Source: an optimization exercise on an open RTL-to-GDS flow (aim: a short achievable clock period and few clock cycles). Production flows keep margins and buffers that such runs may drop.
The RTL was checked by simulation tests, not by an equivalence proof against the original design.
No activity file was given, so power comes from the tool's default toggle rates.

File: design/flow/constraint.sdc
create_clock -name core_clock -period 10.0 [get_ports {clk}]
set_input_delay 2.0000 -clock core_clock [delete_from_list [all_inputs] [get_ports {clk}]]
set_output_delay 2.0000 -clock core_clock [all_outputs]
set_load 0.01 [all_outputs]
File: design/flow/config.mk
export PLATFORM = sky130hd
export DESIGN_NAME = bsc_codec
export DESIGN_NICKNAME = bsc_codec
export VERILOG_FILES = /design/flow/design.v
export SDC_FILE = /design/flow/constraint.sdc
export NUM_CORES = 4
export LEC_CHECK = 0
export CAP_MARGIN = 20
export CORE_MARGIN = 2
export CORE_UTILIZATION = 40
export SLEW_MARGIN = 20
File: design/flow/design.v
module bsc_codec (
    input  wire        clk,
    input  wire        rst,
    input  wire        cmd_valid,
    output wire        cmd_ready,
    input  wire [31:0] cmd_word,
    input  wire [63:0] cmd_opnd,
    output reg         rsp_valid,
    output reg  [7:0]  rsp_status,
    output reg  [63:0] rsp_data
);
    localparam IBUF_SIZE = 64;
    localparam OBUF_SIZE = 64;
    localparam ACC_SIZE  = 64;
    localparam [7:0] OP_NOP       = 8'h00;
    localparam [7:0] OP_WR_INIT   = 8'h10;
    localparam [7:0] OP_WR_PUSH   = 8'h11;
    localparam [7:0] OP_WR_FINISH = 8'h12;
    localparam [7:0] OP_ENC_BYTE  = 8'h13;
    localparam [7:0] OP_ENC_EOS   = 8'h14;
    localparam [7:0] OP_ENC_NOOP  = 8'h15;
    localparam [7:0] OP_DENC_BYTE = 8'h16;
    localparam [7:0] OP_DENC_END  = 8'h17;
    localparam [7:0] OP_OB_READ   = 8'h18;
    localparam [7:0] OP_RD_INIT   = 8'h20;
    localparam [7:0] OP_RD_PULL   = 8'h21;
    localparam [7:0] OP_DEC_START = 8'h22;
    localparam [7:0] OP_DEC_NEXT  = 8'h23;
    localparam [7:0] OP_DDEC_RUN  = 8'h24;
    localparam [7:0] OP_ACC_READ  = 8'h25;
    localparam [7:0] OP_IB_WRITE  = 8'h26;
    localparam [7:0] OP_REG_READ  = 8'h30;
    localparam [7:0] ST_OK        = 8'h00;
    localparam [7:0] ERR_ILLEGAL  = 8'h01;
    localparam [7:0] ERR_ADDR     = 8'h02;
    localparam [7:0] ERR_LENGTH   = 8'h03;
    localparam [7:0] ERR_FAULTED  = 8'h04;
    localparam [7:0] ERR_WIDTH    = 8'h10;
    localparam [7:0] ERR_VALUE    = 8'h11;
    localparam [7:0] ERR_OBUF_FULL= 8'h12;
    localparam [7:0] ERR_ENC_STATE= 8'h13;
    localparam [7:0] ERR_ZERO_BYTE= 8'h14;
    localparam [7:0] ERR_EXHAUSTED= 8'h20;
    localparam [7:0] ERR_UTF8     = 8'h21;
    localparam [7:0] ERR_NOOP_STR = 8'h22;
    localparam [7:0] ERR_ACC_FULL = 8'h23;
    localparam [7:0] ERR_DONE     = 8'h24;
    localparam [2:0] S_IDLE  = 3'd0;
    localparam [2:0] S_EXEC  = 3'd1;
    localparam [2:0] S_PUSH  = 3'd2;
    localparam [2:0] S_PULL  = 3'd3;
    localparam [2:0] S_DET   = 3'd4;    
    localparam [2:0] S_GOT   = 3'd5;    
    localparam [2:0] S_UTF8  = 3'd6;    
    localparam [1:0] RET_RD   = 2'd0;   
    localparam [1:0] RET_DET  = 2'd1;   
    localparam [1:0] RET_BYTE = 2'd2;   
    localparam [1:0] RET_ESC  = 2'd3;   
    reg [2:0]  state;
    reg [31:0] cmd_q;
    reg [63:0] opnd_q;
    reg [6:0]  olen;         
    reg [3:0]  bltf;         
    reg [7:0]  wopen;
    reg        enc_instr;
    reg [7:0]  werr;
    reg [7:0]  obuf [0:OBUF_SIZE-1];
    reg [6:0]  ilen;         
    reg [6:0]  rpos;         
    reg [3:0]  bltr;         
    reg [7:0]  ropen;
    reg [31:0] dec_target;
    reg [31:0] dec_count;
    reg [6:0]  acc_len;      
    reg [7:0]  rerr;
    reg [7:0]  ibuf [0:IBUF_SIZE-1];
    reg [7:0]  acc  [0:ACC_SIZE-1];
    reg [63:0] push_v;
    reg [6:0]  push_rem;
    reg [63:0] pull_r;
    reg [6:0]  pull_rem;
    reg [1:0]  pull_ret;
    reg        dec_diag;     
    reg [6:0]  u_idx;
    reg [1:0]  u_need;
    reg [7:0]  u_lo;
    reg [7:0]  u_hi;
    assign cmd_ready = (state == S_IDLE);
    wire [7:0] opc = cmd_q[31:24];
    wire [7:0] imm = cmd_q[7:0];
    reg known_opc;
    reg fmt_n;
    always @(*) begin
        known_opc = 1'b1;
        fmt_n     = 1'b1;
        case (opc)
            OP_NOP, OP_WR_INIT, OP_WR_FINISH, OP_ENC_EOS, OP_ENC_NOOP,
            OP_DENC_END, OP_OB_READ, OP_RD_INIT, OP_DEC_START, OP_DEC_NEXT,
            OP_DDEC_RUN, OP_ACC_READ: fmt_n = 1'b1;
            OP_WR_PUSH, OP_ENC_BYTE, OP_DENC_BYTE, OP_RD_PULL, OP_IB_WRITE,
            OP_REG_READ: fmt_n = 1'b0;
            default: known_opc = 1'b0;
        endcase
    end
    wire illegal = !known_opc || (cmd_q[23:8] != 16'd0) || (fmt_n && imm != 8'd0);
    reg [6:0]  pw;
    reg [63:0] pv;
    always @(*) begin
        pw = 7'd0;
        pv = 64'd0;
        case (opc)
            OP_WR_PUSH: begin
                pw = (imm > 8'd64) ? 7'd0 : imm[6:0];
                pv = opnd_q;
            end
            OP_ENC_BYTE: begin
                if (imm == 8'h2D) begin pw = 7'd2; pv = 64'd1; end
                else begin pw = 7'd9; pv = {55'd0, 1'b1, imm}; end
            end
            OP_ENC_EOS:  begin pw = 7'd2; pv = 64'd0; end
            OP_ENC_NOOP: begin pw = 7'd9; pv = 64'h12D; end
            OP_DENC_BYTE: begin
                if (imm == 8'h3B) begin pw = 7'd2; pv = 64'd0; end
                else if (imm == 8'h2D) begin pw = 7'd2; pv = 64'd1; end
                else begin pw = 7'd9; pv = {55'd0, 1'b1, imm}; end
            end
            OP_DENC_END: begin pw = 7'd9; pv = 64'h100; end
            default: ;
        endcase
    end
    wire        push_w_bad   = (imm == 8'd0) || (imm > 8'd64);
    wire [63:0] push_hi      = (pw == 7'd64) ? 64'd0 : (opnd_q >> pw);
    wire        push_v_bad   = (push_hi != 64'd0);
    wire [3:0]  pend_bits    = 4'd8 - bltf;
    wire [7:0]  push_total   = {4'd0, pend_bits} + {1'b0, pw};   
    wire [4:0]  push_nb      = push_total[7:3];
    wire        push_full    = ({1'b0, olen} + {3'd0, push_nb}) > OBUF_SIZE;
    wire [7:0]  flen         = {1'b0, olen} + ((bltf < 4'd8) ? 8'd1 : 8'd0);
    reg [6:0] iss_w;
    always @(*) begin
        if (state == S_EXEC)
            iss_w = (imm > 8'd64) ? 7'd0 : imm[6:0];
        else if (state == S_DET)
            iss_w = 7'd1;
        else
            iss_w = pull_r[0] ? 7'd8 : 7'd1;
    end
    wire [10:0] cons_bits   = {1'b0, rpos, 3'd0} + {7'd0, (4'd8 - bltr)};
    wire [10:0] avail_bits  = {1'b0, ilen, 3'd0} + 11'd8;
    wire        pull_exh    = (cons_bits + {4'd0, iss_w}) >= avail_bits;
    wire [6:0]  rnext       = rpos + 7'd1;
    wire [7:0]  in_next     = (rnext < ilen) ? ibuf[rnext[5:0]] : 8'h00;
    wire        pe_fill     = (push_rem >= {3'd0, bltf});
    wire [6:0]  pe_rest     = push_rem - {3'd0, bltf};
    wire [7:0]  pe_mask_f   = (8'd1 << bltf) - 8'd1;
    wire [63:0] pe_shift    = push_v >> pe_rest;
    wire [7:0]  pe_top      = pe_shift[7:0] & pe_mask_f;
    wire [7:0]  pe_lowmask  = (8'd1 << push_rem[2:0]) - 8'd1;
    wire [7:0]  pe_low      = push_v[7:0] & pe_lowmask;
    wire [3:0]  pe_bltf_new = bltf - push_rem[3:0];
    wire        pl_drain    = (pull_rem >= {3'd0, bltr});
    wire [6:0]  pl_rest     = pull_rem - {3'd0, bltr};
    wire [3:0]  pl_bltr_new = bltr - pull_rem[3:0];
    wire [7:0]  pl_mask     = (8'd1 << pl_bltr_new) - 8'd1;
    wire [63:0] pl_r_drain  = (pull_r << bltr) | {56'd0, ropen};
    wire [63:0] pl_r_part   = (pull_r << pull_rem) | {56'd0, (ropen >> pl_bltr_new)};
    wire        pl_done     = pl_drain ? (pl_rest == 7'd0) : 1'b1;
    wire [63:0] pl_r_next   = pl_drain ? pl_r_drain : pl_r_part;
    wire [7:0] u_b = acc[u_idx[5:0]];
    reg        u_bad;
    reg [1:0]  u_need_n;
    reg [7:0]  u_lo_n;
    reg [7:0]  u_hi_n;
    always @(*) begin
        u_bad    = 1'b0;
        u_need_n = u_need;
        u_lo_n   = 8'h80;
        u_hi_n   = 8'hBF;
        if (u_need == 2'd0) begin
            if (u_b <= 8'h7F) begin
                u_need_n = 2'd0;
            end else if (u_b >= 8'hC2 && u_b <= 8'hDF) begin
                u_need_n = 2'd1;
            end else if (u_b == 8'hE0) begin
                u_need_n = 2'd2; u_lo_n = 8'hA0;
            end else if (u_b == 8'hED) begin
                u_need_n = 2'd2; u_hi_n = 8'h9F;
            end else if (u_b >= 8'hE1 && u_b <= 8'hEF) begin
                u_need_n = 2'd2;
            end else if (u_b == 8'hF0) begin
                u_need_n = 2'd3; u_lo_n = 8'h90;
            end else if (u_b >= 8'hF1 && u_b <= 8'hF3) begin
                u_need_n = 2'd3;
            end else if (u_b == 8'hF4) begin
                u_need_n = 2'd3; u_hi_n = 8'h8F;
            end else begin
                u_bad = 1'b1;
            end
        end else begin
            if (u_b >= u_lo && u_b <= u_hi)
                u_need_n = u_need - 2'd1;
            else
                u_bad = 1'b1;
        end
    end
    wire       ob_we   = (state == S_PUSH) && pe_fill;
    wire [7:0] ob_wd   = wopen | pe_top;
    wire       ib_we   = (state == S_EXEC) && !illegal && (opc == OP_IB_WRITE) &&
                         (opnd_q < IBUF_SIZE);
    reg        app_en;
    reg [7:0]  app_b;
    always @(*) begin
        app_en = 1'b0;
        app_b  = 8'h00;
        if (state == S_GOT) begin
            case (pull_ret)
                RET_BYTE: begin
                    app_b = pull_r[7:0];
                    if (dec_diag) app_en = (pull_r[7:0] != 8'h00);
                    else          app_en = (pull_r[7:0] != 8'h2D);
                end
                RET_ESC: begin
                    if (dec_diag) begin
                        app_en = 1'b1;
                        app_b  = pull_r[0] ? 8'h2D : 8'h3B;
                    end else begin
                        app_en = pull_r[0];
                        app_b  = 8'h2D;
                    end
                end
                default: ;
            endcase
        end
    end
    wire acc_full = (acc_len == ACC_SIZE);
    wire acc_we   = app_en && !acc_full;
    always @(posedge clk) begin
        if (ob_we)  obuf[olen[5:0]]    <= ob_wd;
        if (ib_we)  ibuf[opnd_q[5:0]]  <= imm;
        if (acc_we) acc[acc_len[5:0]]  <= app_b;
    end
    always @(posedge clk) begin
        if (rst) begin
            state      <= S_IDLE;
            cmd_q      <= 32'd0;
            opnd_q     <= 64'd0;
            rsp_valid  <= 1'b0;
            rsp_status <= 8'd0;
            rsp_data   <= 64'd0;
            olen       <= 7'd0;
            bltf       <= 4'd8;
            wopen      <= 8'd0;
            enc_instr  <= 1'b0;
            werr       <= 8'd0;
            ilen       <= 7'd0;
            rpos       <= 7'd0;
            bltr       <= 4'd8;
            ropen      <= 8'd0;
            dec_target <= 32'd0;
            dec_count  <= 32'd0;
            acc_len    <= 7'd0;
            rerr       <= 8'd0;
            push_v     <= 64'd0;
            push_rem   <= 7'd0;
            pull_r     <= 64'd0;
            pull_rem   <= 7'd0;
            pull_ret   <= RET_RD;
            dec_diag   <= 1'b0;
            u_idx      <= 7'd0;
            u_need     <= 2'd0;
            u_lo       <= 8'h80;
            u_hi       <= 8'hBF;
        end else begin
            rsp_valid <= 1'b0;
            case (state)
            S_IDLE: begin
                if (cmd_valid) begin
                    cmd_q  <= cmd_word;
                    opnd_q <= cmd_opnd;
                    state  <= S_EXEC;
                end
            end
            S_EXEC: begin
                if (illegal) begin
                    begin rsp_valid <= 1'b1; rsp_status <= ERR_ILLEGAL; rsp_data <= 64'd0; state <= S_IDLE; end
                end else begin
                    case (opc)
                    OP_NOP: begin rsp_valid <= 1'b1; rsp_status <= ST_OK; rsp_data <= 64'd0; state <= S_IDLE; end
                    OP_WR_INIT: begin
                        olen      <= 7'd0;
                        bltf      <= 4'd8;
                        wopen     <= 8'd0;
                        enc_instr <= 1'b0;
                        werr      <= 8'd0;
                        begin rsp_valid <= 1'b1; rsp_status <= ST_OK; rsp_data <= 64'd0; state <= S_IDLE; end
                    end
                    OP_WR_PUSH, OP_ENC_BYTE, OP_ENC_EOS, OP_ENC_NOOP,
                    OP_DENC_BYTE, OP_DENC_END: begin
                        if (werr != 8'd0) begin
                            begin rsp_valid <= 1'b1; rsp_status <= ERR_FAULTED; rsp_data <= 64'd0; state <= S_IDLE; end
                        end else if (opc == OP_WR_PUSH && push_w_bad) begin
                            werr <= ERR_WIDTH;
                            begin rsp_valid <= 1'b1; rsp_status <= ERR_WIDTH; rsp_data <= 64'd0; state <= S_IDLE; end
                        end else if (opc == OP_WR_PUSH && push_v_bad) begin
                            werr <= ERR_VALUE;
                            begin rsp_valid <= 1'b1; rsp_status <= ERR_VALUE; rsp_data <= 64'd0; state <= S_IDLE; end
                        end else if (opc == OP_ENC_NOOP && enc_instr) begin
                            werr <= ERR_ENC_STATE;
                            begin rsp_valid <= 1'b1; rsp_status <= ERR_ENC_STATE; rsp_data <= 64'd0; state <= S_IDLE; end
                        end else if (opc == OP_DENC_BYTE && imm == 8'h00) begin
                            werr <= ERR_ZERO_BYTE;
                            begin rsp_valid <= 1'b1; rsp_status <= ERR_ZERO_BYTE; rsp_data <= 64'd0; state <= S_IDLE; end
                        end else if (push_full) begin
                            werr <= ERR_OBUF_FULL;
                            begin rsp_valid <= 1'b1; rsp_status <= ERR_OBUF_FULL; rsp_data <= 64'd0; state <= S_IDLE; end
                        end else begin
                            if (opc == OP_ENC_BYTE) enc_instr <= 1'b1;
                            if (opc == OP_ENC_EOS)  enc_instr <= 1'b0;
                            push_v   <= pv;
                            push_rem <= pw;
                            state    <= S_PUSH;
                        end
                    end
                    OP_WR_FINISH: begin
                        if (werr != 8'd0) begin rsp_valid <= 1'b1; rsp_status <= ERR_FAULTED; rsp_data <= 64'd0; state <= S_IDLE; end
                        else              begin rsp_valid <= 1'b1; rsp_status <= ST_OK; rsp_data <= {56'd0, flen}; state <= S_IDLE; end
                    end
                    OP_OB_READ: begin
                        if (opnd_q >= {56'd0, flen})
                            begin rsp_valid <= 1'b1; rsp_status <= ERR_ADDR; rsp_data <= 64'd0; state <= S_IDLE; end
                        else if (opnd_q < {57'd0, olen})
                            begin rsp_valid <= 1'b1; rsp_status <= ST_OK; rsp_data <= {56'd0, obuf[opnd_q[5:0]]}; state <= S_IDLE; end
                        else
                            begin rsp_valid <= 1'b1; rsp_status <= ST_OK; rsp_data <= {56'd0, wopen}; state <= S_IDLE; end
                    end
                    OP_RD_INIT: begin
                        if (opnd_q > IBUF_SIZE) begin
                            begin rsp_valid <= 1'b1; rsp_status <= ERR_LENGTH; rsp_data <= 64'd0; state <= S_IDLE; end
                        end else begin
                            ilen       <= opnd_q[6:0];
                            rpos       <= 7'd0;
                            bltr       <= 4'd8;
                            ropen      <= (opnd_q != 64'd0) ? ibuf[0] : 8'h00;
                            rerr       <= 8'd0;
                            dec_target <= 32'd0;
                            dec_count  <= 32'd0;
                            acc_len    <= 7'd0;
                            begin rsp_valid <= 1'b1; rsp_status <= ST_OK; rsp_data <= 64'd0; state <= S_IDLE; end
                        end
                    end
                    OP_RD_PULL: begin
                        if (rerr != 8'd0) begin
                            begin rsp_valid <= 1'b1; rsp_status <= ERR_FAULTED; rsp_data <= 64'd0; state <= S_IDLE; end
                        end else if (imm == 8'd0 || imm > 8'd64) begin
                            rerr <= ERR_WIDTH;
                            begin rsp_valid <= 1'b1; rsp_status <= ERR_WIDTH; rsp_data <= 64'd0; state <= S_IDLE; end
                        end else if (pull_exh) begin
                            rerr <= ERR_EXHAUSTED;
                            begin rsp_valid <= 1'b1; rsp_status <= ERR_EXHAUSTED; rsp_data <= 64'd0; state <= S_IDLE; end
                        end else begin
                            pull_r   <= 64'd0;
                            pull_rem <= iss_w;
                            pull_ret <= RET_RD;
                            state    <= S_PULL;
                        end
                    end
                    OP_DEC_START: begin
                        if (rerr != 8'd0) begin
                            begin rsp_valid <= 1'b1; rsp_status <= ERR_FAULTED; rsp_data <= 64'd0; state <= S_IDLE; end
                        end else if (opnd_q[63:32] != 32'd0) begin
                            begin rsp_valid <= 1'b1; rsp_status <= ERR_LENGTH; rsp_data <= 64'd0; state <= S_IDLE; end
                        end else begin
                            dec_target <= opnd_q[31:0];
                            dec_count  <= 32'd0;
                            acc_len    <= 7'd0;
                            begin rsp_valid <= 1'b1; rsp_status <= ST_OK; rsp_data <= 64'd0; state <= S_IDLE; end
                        end
                    end
                    OP_DEC_NEXT: begin
                        if (rerr != 8'd0) begin
                            begin rsp_valid <= 1'b1; rsp_status <= ERR_FAULTED; rsp_data <= 64'd0; state <= S_IDLE; end
                        end else if (dec_count >= dec_target) begin
                            rerr <= ERR_DONE;
                            begin rsp_valid <= 1'b1; rsp_status <= ERR_DONE; rsp_data <= 64'd0; state <= S_IDLE; end
                        end else begin
                            acc_len  <= 7'd0;
                            dec_diag <= 1'b0;
                            state    <= S_DET;
                        end
                    end
                    OP_DDEC_RUN: begin
                        if (rerr != 8'd0) begin
                            begin rsp_valid <= 1'b1; rsp_status <= ERR_FAULTED; rsp_data <= 64'd0; state <= S_IDLE; end
                        end else begin
                            acc_len  <= 7'd0;
                            dec_diag <= 1'b1;
                            state    <= S_DET;
                        end
                    end
                    OP_ACC_READ: begin
                        if (opnd_q >= {57'd0, acc_len})
                            begin rsp_valid <= 1'b1; rsp_status <= ERR_ADDR; rsp_data <= 64'd0; state <= S_IDLE; end
                        else
                            begin rsp_valid <= 1'b1; rsp_status <= ST_OK; rsp_data <= {56'd0, acc[opnd_q[5:0]]}; state <= S_IDLE; end
                    end
                    OP_IB_WRITE: begin
                        if (opnd_q >= IBUF_SIZE) begin rsp_valid <= 1'b1; rsp_status <= ERR_ADDR; rsp_data <= 64'd0; state <= S_IDLE; end
                        else                     begin rsp_valid <= 1'b1; rsp_status <= ST_OK; rsp_data <= 64'd0; state <= S_IDLE; end
                    end
                    OP_REG_READ: begin
                        case (imm)
                        8'd0:  begin rsp_valid <= 1'b1; rsp_status <= ST_OK; rsp_data <= {51'd0, enc_instr, bltf, werr}; state <= S_IDLE; end
                        8'd1:  begin rsp_valid <= 1'b1; rsp_status <= ST_OK; rsp_data <= {57'd0, olen}; state <= S_IDLE; end
                        8'd2:  begin rsp_valid <= 1'b1; rsp_status <= ST_OK; rsp_data <= {56'd0, wopen}; state <= S_IDLE; end
                        8'd3:  begin rsp_valid <= 1'b1; rsp_status <= ST_OK; rsp_data <= {56'd0, flen}; state <= S_IDLE; end
                        8'd4:  begin rsp_valid <= 1'b1; rsp_status <= ST_OK; rsp_data <= {52'd0, bltr, rerr}; state <= S_IDLE; end
                        8'd5:  begin rsp_valid <= 1'b1; rsp_status <= ST_OK; rsp_data <= {57'd0, ilen}; state <= S_IDLE; end
                        8'd6:  begin rsp_valid <= 1'b1; rsp_status <= ST_OK; rsp_data <= {57'd0, rpos}; state <= S_IDLE; end
                        8'd7:  begin rsp_valid <= 1'b1; rsp_status <= ST_OK; rsp_data <= {56'd0, ropen}; state <= S_IDLE; end
                        8'd8:  begin rsp_valid <= 1'b1; rsp_status <= ST_OK; rsp_data <= {32'd0, dec_target}; state <= S_IDLE; end
                        8'd9:  begin rsp_valid <= 1'b1; rsp_status <= ST_OK; rsp_data <= {32'd0, dec_count}; state <= S_IDLE; end
                        8'd10: begin rsp_valid <= 1'b1; rsp_status <= ST_OK; rsp_data <= {57'd0, acc_len}; state <= S_IDLE; end
                        8'd11: begin rsp_valid <= 1'b1; rsp_status <= ST_OK; rsp_data <= IBUF_SIZE; state <= S_IDLE; end
                        8'd12: begin rsp_valid <= 1'b1; rsp_status <= ST_OK; rsp_data <= OBUF_SIZE; state <= S_IDLE; end
                        8'd13: begin rsp_valid <= 1'b1; rsp_status <= ST_OK; rsp_data <= ACC_SIZE; state <= S_IDLE; end
                        default: begin rsp_valid <= 1'b1; rsp_status <= ERR_ADDR; rsp_data <= 64'd0; state <= S_IDLE; end
                        endcase
                    end
                    default: begin rsp_valid <= 1'b1; rsp_status <= ERR_ILLEGAL; rsp_data <= 64'd0; state <= S_IDLE; end
                    endcase
                end
            end
            S_PUSH: begin
                if (pe_fill) begin
                    olen     <= olen + 7'd1;
                    wopen    <= 8'd0;
                    bltf     <= 4'd8;
                    push_rem <= pe_rest;
                    if (pe_rest == 7'd0) begin rsp_valid <= 1'b1; rsp_status <= ST_OK; rsp_data <= 64'd0; state <= S_IDLE; end
                end else begin
                    wopen <= wopen | (pe_low << pe_bltf_new);
                    bltf  <= pe_bltf_new;
                    begin rsp_valid <= 1'b1; rsp_status <= ST_OK; rsp_data <= 64'd0; state <= S_IDLE; end
                end
            end
            S_PULL: begin
                pull_r <= pl_r_next;
                if (pl_drain) begin
                    rpos     <= rnext;
                    ropen    <= in_next;
                    bltr     <= 4'd8;
                    pull_rem <= pl_rest;
                end else begin
                    bltr  <= pl_bltr_new;
                    ropen <= ropen & pl_mask;
                end
                if (pl_done) begin
                    if (pull_ret == RET_RD) begin rsp_valid <= 1'b1; rsp_status <= ST_OK; rsp_data <= pl_r_next; state <= S_IDLE; end
                    else                    state <= S_GOT;
                end
            end
            S_DET: begin
                if (pull_exh) begin
                    rerr <= ERR_EXHAUSTED;
                    begin rsp_valid <= 1'b1; rsp_status <= ERR_EXHAUSTED; rsp_data <= 64'd0; state <= S_IDLE; end
                end else begin
                    pull_r   <= 64'd0;
                    pull_rem <= 7'd1;
                    pull_ret <= RET_DET;
                    state    <= S_PULL;
                end
            end
            S_GOT: begin
                case (pull_ret)
                RET_DET: begin
                    if (pull_exh) begin
                        rerr <= ERR_EXHAUSTED;
                        begin rsp_valid <= 1'b1; rsp_status <= ERR_EXHAUSTED; rsp_data <= 64'd0; state <= S_IDLE; end
                    end else begin
                        pull_ret <= pull_r[0] ? RET_BYTE : RET_ESC;
                        pull_rem <= iss_w;
                        pull_r   <= 64'd0;
                        state    <= S_PULL;
                    end
                end
                default: begin
                    if (app_en) begin
                        if (acc_full) begin
                            rerr <= ERR_ACC_FULL;
                            begin rsp_valid <= 1'b1; rsp_status <= ERR_ACC_FULL; rsp_data <= 64'd0; state <= S_IDLE; end
                        end else begin
                            acc_len <= acc_len + 7'd1;
                            state   <= S_DET;
                        end
                    end else if (pull_ret == RET_BYTE && !dec_diag) begin
                        if (acc_len != 7'd0) begin
                            rerr <= ERR_NOOP_STR;
                            begin rsp_valid <= 1'b1; rsp_status <= ERR_NOOP_STR; rsp_data <= 64'd0; state <= S_IDLE; end
                        end else begin
                            dec_count <= dec_count + 32'd1;
                            begin rsp_valid <= 1'b1; rsp_status <= ST_OK; rsp_data <= 64'h1_0000_0000; state <= S_IDLE; end
                        end
                    end else begin
                        u_idx  <= 7'd0;
                        u_need <= 2'd0;
                        u_lo   <= 8'h80;
                        u_hi   <= 8'hBF;
                        state  <= S_UTF8;
                    end
                end
                endcase
            end
            S_UTF8: begin
                if (u_idx == acc_len) begin
                    if (u_need != 2'd0) begin
                        rerr <= ERR_UTF8;
                        begin rsp_valid <= 1'b1; rsp_status <= ERR_UTF8; rsp_data <= 64'd0; state <= S_IDLE; end
                    end else begin
                        if (!dec_diag) dec_count <= dec_count + 32'd1;
                        begin rsp_valid <= 1'b1; rsp_status <= ST_OK; rsp_data <= {57'd0, acc_len}; state <= S_IDLE; end
                    end
                end else if (u_bad) begin
                    rerr <= ERR_UTF8;
                    begin rsp_valid <= 1'b1; rsp_status <= ERR_UTF8; rsp_data <= 64'd0; state <= S_IDLE; end
                end else begin
                    u_need <= u_need_n;
                    u_lo   <= u_lo_n;
                    u_hi   <= u_hi_n;
                    u_idx  <= u_idx + 7'd1;
                end
            end
            default: state <= S_IDLE;
            endcase
        end
    end
endmodule
File: design/flow/run.sh
#!/bin/bash
# synth_recipe.tcl (not shown) runs the flow's synth.tcl, then flattens the netlist and writes it again
# the make line also repeats each setting of config.mk as NAME=value (left out here)
make -C /OpenROAD-flow-scripts/flow DESIGN_CONFIG=/design/flow/config.mk WORK_HOME=/design/flow/orfs CLKGATE_MAP_FILE= SYNTH_SCRIPT=/design/flow/synth_recipe.tcl finish
==> results.txt <==
[per-layer routing]
layer | wire [um] | vias to the layer above | track usage, %
met2 | 144000 | 3248 | 36.9
met3 | 25500 | 504 | 3.94
met5 | 0 | - | 0
met1 | 130000 | 35100 | 33.6
li1 | - | 29400 | -
met4 | 10300 | 0 | 7.71
[cell families after synthesis]
logic type / synth area share [%]
muxes: 20.6
other: 0.00374
xor gates and xnor gates: 0.890
AOI/OAI and AO/OA: 9.30
buffers and inverters: 2.76
DFF: 55.4
adders and majority gates: 1.69
and+or+nand+nor: 9.34
[cells in the final DEF, fill, tap and decap left out, types with 49 or more instances in the layout]
master                            netlist  layout
sky130_fd_sc_hd__nor3_1                98      96
sky130_fd_sc_hd__clkbuf_16              0     205
sky130_fd_sc_hd__xnor2_1               57      55
sky130_fd_sc_hd__a211oi_1              97      96
sky130_fd_sc_hd__o21ai_0              292     291
sky130_fd_sc_hd__dfxtp_1              473     448
sky130_fd_sc_hd__mux4_2               810     810
sky130_fd_sc_hd__edfxtp_1            1536    1536
sky130_fd_sc_hd__nor2_1               645     634
sky130_fd_sc_hd__mux2i_1              182     182
sky130_fd_sc_hd__a22oi_1               49      49
sky130_fd_sc_hd__a21oi_1              518     515
sky130_fd_sc_hd__mux2_2                58      58
sky130_fd_sc_hd__a31oi_1               52      52
sky130_fd_sc_hd__ha_1                 124     122
sky130_fd_sc_hd__nand4_1               54      54
sky130_fd_sc_hd__nand2_1              773     770
sky130_fd_sc_hd__clkbuf_1             405      58
sky130_fd_sc_hd__buf_4                  4     133
sky130_fd_sc_hd__nand3_1              207     207
sky130_fd_sc_hd__nor2b_1               49      49
sky130_fd_sc_hd__and3_1                62      60
sky130_fd_sc_hd__inv_1                117     116
sky130_fd_sc_hd__clkdlybuf4s50_1        0     171
sky130_fd_sc_hd__o211ai_1              71      71
[registers in the layout, summed over array words and instances, names as in the netlist, 8 cells and up, named ones only]
signal	cells
dec_count	32
push_v	64
pull_r	64
wopen	8
ropen	8
rsp_data	64
dec_target	32
cmd_q	32
rerr	8
opnd_q	64
rsp_status	8
acc	512
ibuf	512
obuf	512
[metrics by stage]
step | hold slack [ns] | worst slack (ns)
6_report | 0.453 | 1.79
5_1_grt | 0.478 | 1.46
2_1_floorplan | 0.432 | 3.51
3_3_place_gp | 0.445 | 1.88
3_5_place_dp | 0.448 | 1.86
4_1_cts | 0.457 | 1.79
[report_power, final]
part	internal (uW)	switching, uW	total [uW]
logic	255	458	713
registers	8920	89.1	9010
clock network	4230	3370	7600
total	13400	3910	17300
[worst register-to-register path, delay by kind of cell (launching register included)]
family | cells | cell delay, ns
AOI/OAI and AO/OA | 11 | 3.10
buffers and inverters | 4 | 1.84
and+or+nand+nor | 5 | 1.30
adders and majority gates | 2 | 0.96
DFF | 1 | 0.61
muxes | 1 | 0.17
xor gates and xnor gates | 1 | 0.13
[layout make-up]
| type | instances | area (um^2) |
|---|---|---|
| well taps | 3330 | 4170 |
| clock inverters | 106 | 1230 |
| multi-input cells | 4831 | 42300 |
| fillers | 22300 | 137000 |
| flip-flops and latches | 2009 | 55700 |
| diodes | 5 | 12.5 |
| inverters | 124 | 465 |
| clock buffers | 270 | 5440 |
| repair buffers | 312 | 2850 |
[worst max path at each step]
stage	from	to	slack, ns	depth (start not counted)
after floorplan	cmd_q[6]	rsp_data[23]	3.51	29
after global placement	cmd_q[29]	rsp_data[59]	1.88	25
after detailed placement	cmd_q[28]	rsp_data[56]	1.86	24
after CTS	cmd_q[28]	rsp_data[56]	1.79	24
after global routing	cmd_q[1]	rsp_data[59]	1.46	25
final	cmd_q[0]	rsp_data[53]	1.79	24
==> impl_metrics.yaml <==
critical_path:
  worst_setup_path_category: "register to register"
  timing.critical_path.buf_inv: 4
  critical_path.max_stage_delay_ns: 0.83
  worstSetupEndpointType: "register"
  critical_path.startpoint_type: "register"
  critical_path.cell_chain: "nand4bb_1 -> o21ai_0 -> a221oi_4 -> buf_4 -> nor2_1 -> buf_4 -> clkinv_1 -> ha_1 -> nor2b_1 -> o21ai_0 -> o21ai_0 -> ha_1 -> a21o_1 -> a21oi_1 -> nor2b_1 -> o21ai_0 -> xnor2_1 -> mux2i_1 -> o211ai_1 -> nor4b_1 -> a21boi_2 -> a21oi_4 -> buf_4 -> a22o_1"
  cp_data_required_time_ns: 10.81
  worstReg2RegStart: "cmd_q[0]"
  critPathSlowestCell: "sky130_fd_sc_hd__a21oi_4"
  rr_worst_depth: 24
  timing.critical_path.arrival_ns: 9.02
  worstReg2RegEnd: "rsp_data[53]"
  top_cell_by_count_worst_path: "sky130_fd_sc_hd__o21ai_0"
  worst_path_dominant_cell_family: "compound AO/OA/AOI/OAI gates"
  timing.critical_path.fanout_max: 38
  reg2reg_slack_ns: 1.79
global_routing:
  groute.usage.overall_pct: 23.6
  global_route.overflow_total: 0
  number_of_antenna_violations_at_the_first_check_in_global_routing: 5
  grt_first_pass_wirelength_um: 454000
  maximum_number_of_pins_on_one_net_before_global_route_repair: 92
  first_global_vias: 66000
sta:
  final.min_clock_period_ns: 8.21
  final_hold_viol_count: 0
  final_setup_viols: 0
  fin_crit_sh_pct: 82.1
  maxClockFrequency_mhz: 122
  final_max_slew_viol_count: 0
  max_slew.worst_pin.slew_ns: 1.16
  finalClockSkew_ns: 0.113
  setup_total_negative_slack_ns: 0
  timing.max_slew.rel_slack_pct: 21.8
  grt_setup_unrepaired: "false"
pwr:
  total_power_consumption_of_the_routed_design_uw: 17300
  p_per_area_nw_per_um2: 154
  p_leak_uw: 0.0366
  ir_worst_vdd_mv: 0.146
synth:
  synthTopCellsByArea: "sky130_fd_sc_hd__edfxtp_1 46%, sky130_fd_sc_hd__mux4_2 18%, sky130_fd_sc_hd__dfxtp_1 9.4%"
  yosysMostFrequentCell: "sky130_fd_sc_hd__edfxtp_1"
  synth-main-ff-cell: "sky130_fd_sc_hd__edfxtp_1"
  yosys.area.top_type: "sky130_fd_sc_hd__edfxtp_1"
  ys_seq_elements: 2009
  synth-warning-count: 1
  synthCells: 7540
  synth.net_count: 7770
  synth_sequential_area_ratio_pct: 55.4
  synth_enable_flop_cells: 1536
  synthTopCellsByCount: "1536 x sky130_fd_sc_hd__edfxtp_1, 810 x sky130_fd_sc_hd__mux4_2, 773 x sky130_fd_sc_hd__nand2_1"
  synth_area_um2: 100000
  yosysUniqueCellTypes: 101
  synth_top_area_share_pct: 45.9
  syn_area_per_cell_um2: 13.3
  ys_async_sr_fraction_pct: 0
status:
  outcome: "timing/DRC/antenna clean"
floorplan:
  total_number_of_placement_rows: 183
  initial_utilization_pct: 40.3
  design.die.area_um2: 255000
  floorplan.die.height_um: 505
  ios: 173
  dieWidth_um: 505
  core_um2: 249000
run:
  drv_cap: 0
finish:
  final_cells: 11000
  layout-drive-gt1-share_pct: 18.8
  flow.area_growth_from_synthesis_pct: 11.7
  layout.core_utilization_pct: 45.0
  final_nets: 7712
  final_cell_area_um2: 112000
clock_network:
  cts_root_buf: "sky130_fd_sc_hd__clkbuf_16"
  cts_buffer_depth: 3
  insertion_delay_ns: 0.91
  cts_tree: "done"
  cts_num_sinks: 2009
  cts_hold_repair.buffers: 0
  cts_made_buffers: 204
  postCtsSetupRepairBufs: 0
  cts.htree.levels: 4
  cts_resized: 0
  clk_pin_slew_ns: 0.07
drt:
  drc: 0
  post_drt_wl_per_cell_um: 28.1
  detailroute.via_count: 68200
  drt_pass1_iterations: 8
  wl_final_um: 309000
  detail_route.iter0.violations: 8641
  vias_per_cell: 6.21
  postRouteAntennaNets: 0
placed_design:
  dp_cells: 10600
  gp_routability_congestion: 0.949
  numPortBuffers: 172
  dpl-instance-area_um2: 105000
  hpwlAfterDp_um: 209000
hold_path:
  hold_path_end: "cmd_q[15]"
  hp-class: "register to register"
  holdPathStages: 2
  hold_path_startpoint: "cmd_q[15]"
Testbench counts, summed over its fixed seeds: cycles 37,212.

-- separate check: timing with driven ports --
The results above use ideal ports. As a check the final layout listed here was re-extracted and re-timed, cells and wires unchanged.
Step 1, drivers: a clkbuf_16 drives clk and a buf_2 each remaining input, both assumed.
Step 2 also shifts input and output timing later by t, the mid clock arrival at the registers, as if the neighbouring blocks saw the same clock.
Three values: no drivers, after step 1, after step 2; two values: the first two.
shift t [ns]: 0.944
slack for setup (ns): 1.795 / 1.795 / 1.795
worst register clock-pin slew, ns: 0.07 / 0.07
After both steps this run still meets setup and hold. The setup slack of this run moves by 0.000 ns with the drivers and by 0.000 ns with both steps.
